Background: an optimization exercise with open tools, aiming at small area, a short achievable clock period and few clock cycles per item. Do not read the settings as production practice.
In this exercise RTL edits were held to simulation tests only and were not proved equivalent to the original.
Power and IR drop assume default switching activity.

## gf2_rank
module gf2_rank (
    input  wire         clk,
    input  wire         rst,
    input  wire         start,
    input  wire [4:0]   rows_in,
    input  wire [5:0]   cols_in,
    output wire         ready,
    input  wire         row_valid,
    input  wire [31:0]  row_in,       
    output wire         row_ready,
    output reg          done,
    output wire [2:0]   err,
    output wire [5:0]   rank_out
);
export LEC_CHECK = 0
export CAP_MARGIN = 20
export CORE_MARGIN = 2
export CORE_UTILIZATION = 50
export CTS_BUF_LIST = sky130_fd_sc_hd__clkbuf_16
export CTS_CLUSTER_DIAMETER = 80
export CTS_CLUSTER_SIZE = 20
export SLEW_MARGIN = 20
create_clock -name core_clock -period 12.0 [get_ports {clk}]
standard.sh (not shown) runs the stock make flow with config.mk's settings and CLKGATE_MAP_FILE= SYNTH_SCRIPT=/design/flow/synth_recipe.tcl, a recipe that flattens the netlist after the stock synthesis.
==> flow/flow/run.sh <==
#!/bin/bash
set -euo pipefail
bash standard.sh SETUP_SLACK_MARGIN=8.5 "BUFFER_PORTS_ARGS=-buffer_cell sky130_fd_sc_hd__buf_2" finish > make_finish.log 2>&1
Testbench counts at the start, summed over its fixed seeds: cycles 12,029, items 960.
Then changed:
==> flow/run.sh (new file) <==
#!/bin/bash
# synth_recipe.tcl (not shown) runs the flow's synth.tcl, then flattens the netlist and writes it again
# the make line also repeats each setting of config.mk as NAME=value (left out here)
make -C /OpenROAD-flow-scripts/flow DESIGN_CONFIG=/design/flow/config.mk WORK_HOME=/design/flow/orfs CLKGATE_MAP_FILE= SYNTH_SCRIPT=/design/flow/synth_recipe.tcl finish
Settings changed: CTS_BUF_LIST sky130_fd_sc_hd__clkbuf_16 to sky130_fd_sc_hd__clkbuf_8, CTS_CLUSTER_SIZE 20 to 16, SETUP_SLACK_MARGIN from default to 5.
removed: flow/flow/run.sh
removed: flow/standard.sh
=>
- The new run ran to the end with no violations
- final area goes down by 2.8%
- global-route usage shrinks by 0.11 points
- die area is unchanged
- routed wire length fell by about 1.2%
- maximum frequency went down by about 30%
- utilization fell by 1.6 points
- hold slack got worse by 11 ps
- sequential cell count stays the same

* * *

Starting RTL as in the previous note.
==> flow/config.mk <==
export PLATFORM = sky130hd
export DESIGN_NAME = gf2_rank
export DESIGN_NICKNAME = gf2_rank
export VERILOG_FILES = /design/flow/design.v
export SDC_FILE = /design/flow/constraint.sdc
export NUM_CORES = 4
export LEC_CHECK = 0
export CAP_MARGIN = 20
export CORE_MARGIN = 2
export CORE_UTILIZATION = 50
export CTS_BUF_LIST = sky130_fd_sc_hd__clkbuf_8
export CTS_CLUSTER_DIAMETER = 50
export CTS_CLUSTER_SIZE = 20
export SLEW_MARGIN = 20
==> flow/constraint.sdc <==
create_clock -name core_clock -period 12.0 [get_ports {clk}]
set_input_delay 2.4000 -clock core_clock [delete_from_list [all_inputs] [get_ports {clk}]]
set_output_delay 2.4000 -clock core_clock [all_outputs]
set_load 0.01 [all_outputs]
==> flow/flow/run.sh <==
#!/bin/bash
set -euo pipefail
bash standard.sh SETUP_SLACK_MARGIN=8.35 "BUFFER_PORTS_ARGS=-buffer_cell sky130_fd_sc_hd__buf_2" finish > make_finish.log 2>&1
Testbench counts at the start, summed over its fixed seeds: cycles 12,029, items 960.
Rerun with:
CTS_CLUSTER_DIAMETER = 80   (was 50)
CTS_CLUSTER_SIZE = 16   (was 20)
The changed run went through all stages and came out clean.
Sequential power hardly moves.
Final cell count drops by 0.47%.
Fmax drops by 0.64%.
Area after synthesis does not change.
Global-route usage stays flat.
Wire length climbs by 0.49%.
Power drops by 6.0%.
Cell area drops by 1.6%.
Rerun with:
==> flow/flow/run.sh (replaced) <==
#!/bin/bash
set -euo pipefail
bash standard.sh SETUP_SLACK_MARGIN=8.45 "BUFFER_PORTS_ARGS=-buffer_cell sky130_fd_sc_hd__buf_2" finish > make_finish.log 2>&1
What happened:
- setup slack is better by 0.083 ns
- die area does not change
- final cell count stays flat
- power went up by 0.83%
- via count went down by 0.79%

* * *

Starting RTL as in the previous note.
==> flow/design.v (excerpt) <==
module gf2_rank (
    input  wire         clk,
    input  wire         rst,
    input  wire         start,
    input  wire [4:0]   rows_in,
    input  wire [5:0]   cols_in,
    output wire         ready,
    input  wire         row_valid,
    input  wire [31:0]  row_in,       
    output wire         row_ready,
    output reg          done,
    output wire [2:0]   err,
    output wire [5:0]   rank_out
);
    localparam NMAX = 32;
    localparam [NMAX-1:0] CUT = (32'd1 << 3) | (32'd1 << 9) | (32'd1 << 15) | (32'd1 << 21) | (32'd1 << 27);
    localparam FIRST = 3;              
    reg        loading;                    
    reg  [4:0] rem;                        
    reg        bad_r;                      
    reg        bad_q;                      
    reg  [4:0] cnt;                        
    reg  [4:0] rank_q;                     
    reg  [NMAX-1:0] valid;                 
    reg  [5:0] n_r;                        
    reg        init;                       
    reg        rdy;                        
    assign ready     = rdy;
    assign row_ready = loading;
    assign err       = {1'b0, bad_q, bad_q};
    assign rank_out  = {1'b0, rank_q};
    wire take      = row_valid & loading;
    wire take_last = take & (rem == 5'd1);
    wire flush     = rst | start;
    wire [NMAX*(NMAX+1)-1:0] rbus;
    wire [NMAX:0] lbus, pbus, ebus;
    assign rbus[NMAX-1:0] = row_in;
    assign lbus[0] = take;
    assign pbus[0] = take;
    assign ebus[0] = take_last;
    wire [NMAX-1:0] fin_v, now_v, pre_v;
    genvar c;
    generate
        for (c = 0; c < NMAX; c = c + 1) begin : col
            wire [NMAX-1:0] rin;
            wire            lin, pin, ein;
            if (c > 0 && CUT[c]) begin : pipe
                reg [NMAX-1:0] r;
                reg            l, p, e;
                always @(posedge clk) begin
                    r <= rbus[NMAX*c +: NMAX];
                    if (flush) begin
                        l <= 1'b0;
                        p <= 1'b0;
                        e <= 1'b0;
  ...
==> flow/config.mk <==
export PLATFORM = sky130hd
export DESIGN_NAME = gf2_rank
export DESIGN_NICKNAME = gf2_rank
export VERILOG_FILES = /design/flow/design.v
export SDC_FILE = /design/flow/constraint.sdc
export NUM_CORES = 4
export LEC_CHECK = 0
export CAP_MARGIN = 20
export CORE_MARGIN = 2
export CORE_UTILIZATION = 50
export CTS_BUF_LIST = sky130_fd_sc_hd__clkbuf_16
export CTS_CLUSTER_DIAMETER = 80
export CTS_CLUSTER_SIZE = 30
export SLEW_MARGIN = 20
==> flow/constraint.sdc <==
create_clock -name core_clock -period 12.0 [get_ports {clk}]
set_input_delay 2.4000 -clock core_clock [delete_from_list [all_inputs] [get_ports {clk}]]
set_output_delay 2.4000 -clock core_clock [all_outputs]
set_load 0.01 [all_outputs]
==> flow/flow/run.sh <==
#!/bin/bash
set -euo pipefail
bash standard.sh SETUP_SLACK_MARGIN=8.5 "BUFFER_PORTS_ARGS=-buffer_cell sky130_fd_sc_hd__buf_2" finish > make_finish.log 2>&1
The first run completed without violations.
Testbench counts at the start, summed over its fixed seeds: cycles 12,029, items 960.
Change:
==> flow/flow/run.sh (replaced) <==
#!/bin/bash
set -euo pipefail
bash standard.sh SETUP_SLACK_MARGIN=8.35 "BUFFER_PORTS_ARGS=-buffer_cell sky130_fd_sc_hd__buf_2" finish > make_finish.log 2>&1
Settings changed: CORE_UTILIZATION 50 to 65, CTS_BUF_LIST sky130_fd_sc_hd__clkbuf_16 to sky130_fd_sc_hd__clkbuf_8, CTS_CLUSTER_SIZE 30 to 16.
Effect: The new run completed with no timing, DRC or antenna violations; via count rose by 1.9%; routed wire length increases by 2.0%; final area drops by 2.4%; final cell count came out lower by 4.7%; flip-flop and latch count stays the same; utilization grows by 14 points; maximum frequency fell by 2.7%; first-iteration DRC count climbs by 0.41%.
Change:
Settings changed: CORE_UTILIZATION 65 to 50, CTS_CLUSTER_DIAMETER 80 to unset, CTS_CLUSTER_SIZE 16 to unset.
After rerunning:
- non-clock buffer count grows by 1
- synthesized cell count does not change
- core utilization shrinks by 13 points
- first-iteration DRC count shrinks by about 10%
- synthesized area stays the same
- cell area grows by about 5%
- cell count grows by about 9%
- global-route usage shrinks by 4.9 points
- clock-buffer cell count grows by 82
- via count grows by 1.7%

## port drivers added, routing unchanged
Ports are ideal in the flow. The routed layouts listed here were re-timed in OpenROAD.
Step 1 sets driving cells, clkbuf_16 on the clock port and buf_2 on the other inputs (assumed; they add their load-dependent delay and slew).
Step 2, shift: input delay + t, output delay - t, t = (earliest + latest rising clock arrival at the registers) / 2. This alone moves slack from input paths to output paths.
a / b / c = ideal / step 1 / step 2; a / b = the first two.
run	t, ns	setup slack, ns	hold slack, ns
the first run of note 1	0.641	8.454 / 8.439 / 7.798	0.453 / 0.453 / 0.453
the second run of note 1	0.704	6.862 / 6.890 / 6.186	0.442 / 0.442 / 0.442
the first run of note 2	0.734	8.410 / 8.385 / 7.708	0.458 / 0.458 / 0.458
the second run of note 2	0.714	8.387 / 8.396 / 7.707	0.436 / 0.436 / 0.436
the third run of note 2	0.710	8.470 / 8.414 / 7.833	0.452 / 0.452 / 0.452
the first run of note 3	0.638	8.480 / 8.477 / 7.848	0.457 / 0.457 / 0.457
the second run of note 3	0.703	8.381 / 8.389 / 7.686	0.448 / 0.448 / 0.448
the third run of note 3	0.738	8.385 / 8.376 / 7.679	0.442 / 0.442 / 0.442
After both steps every run listed still meets setup and hold. The setup slack of the third run of note 3, which loses most, moves by -0.009 ns with the drivers and by -0.706 ns with both steps.
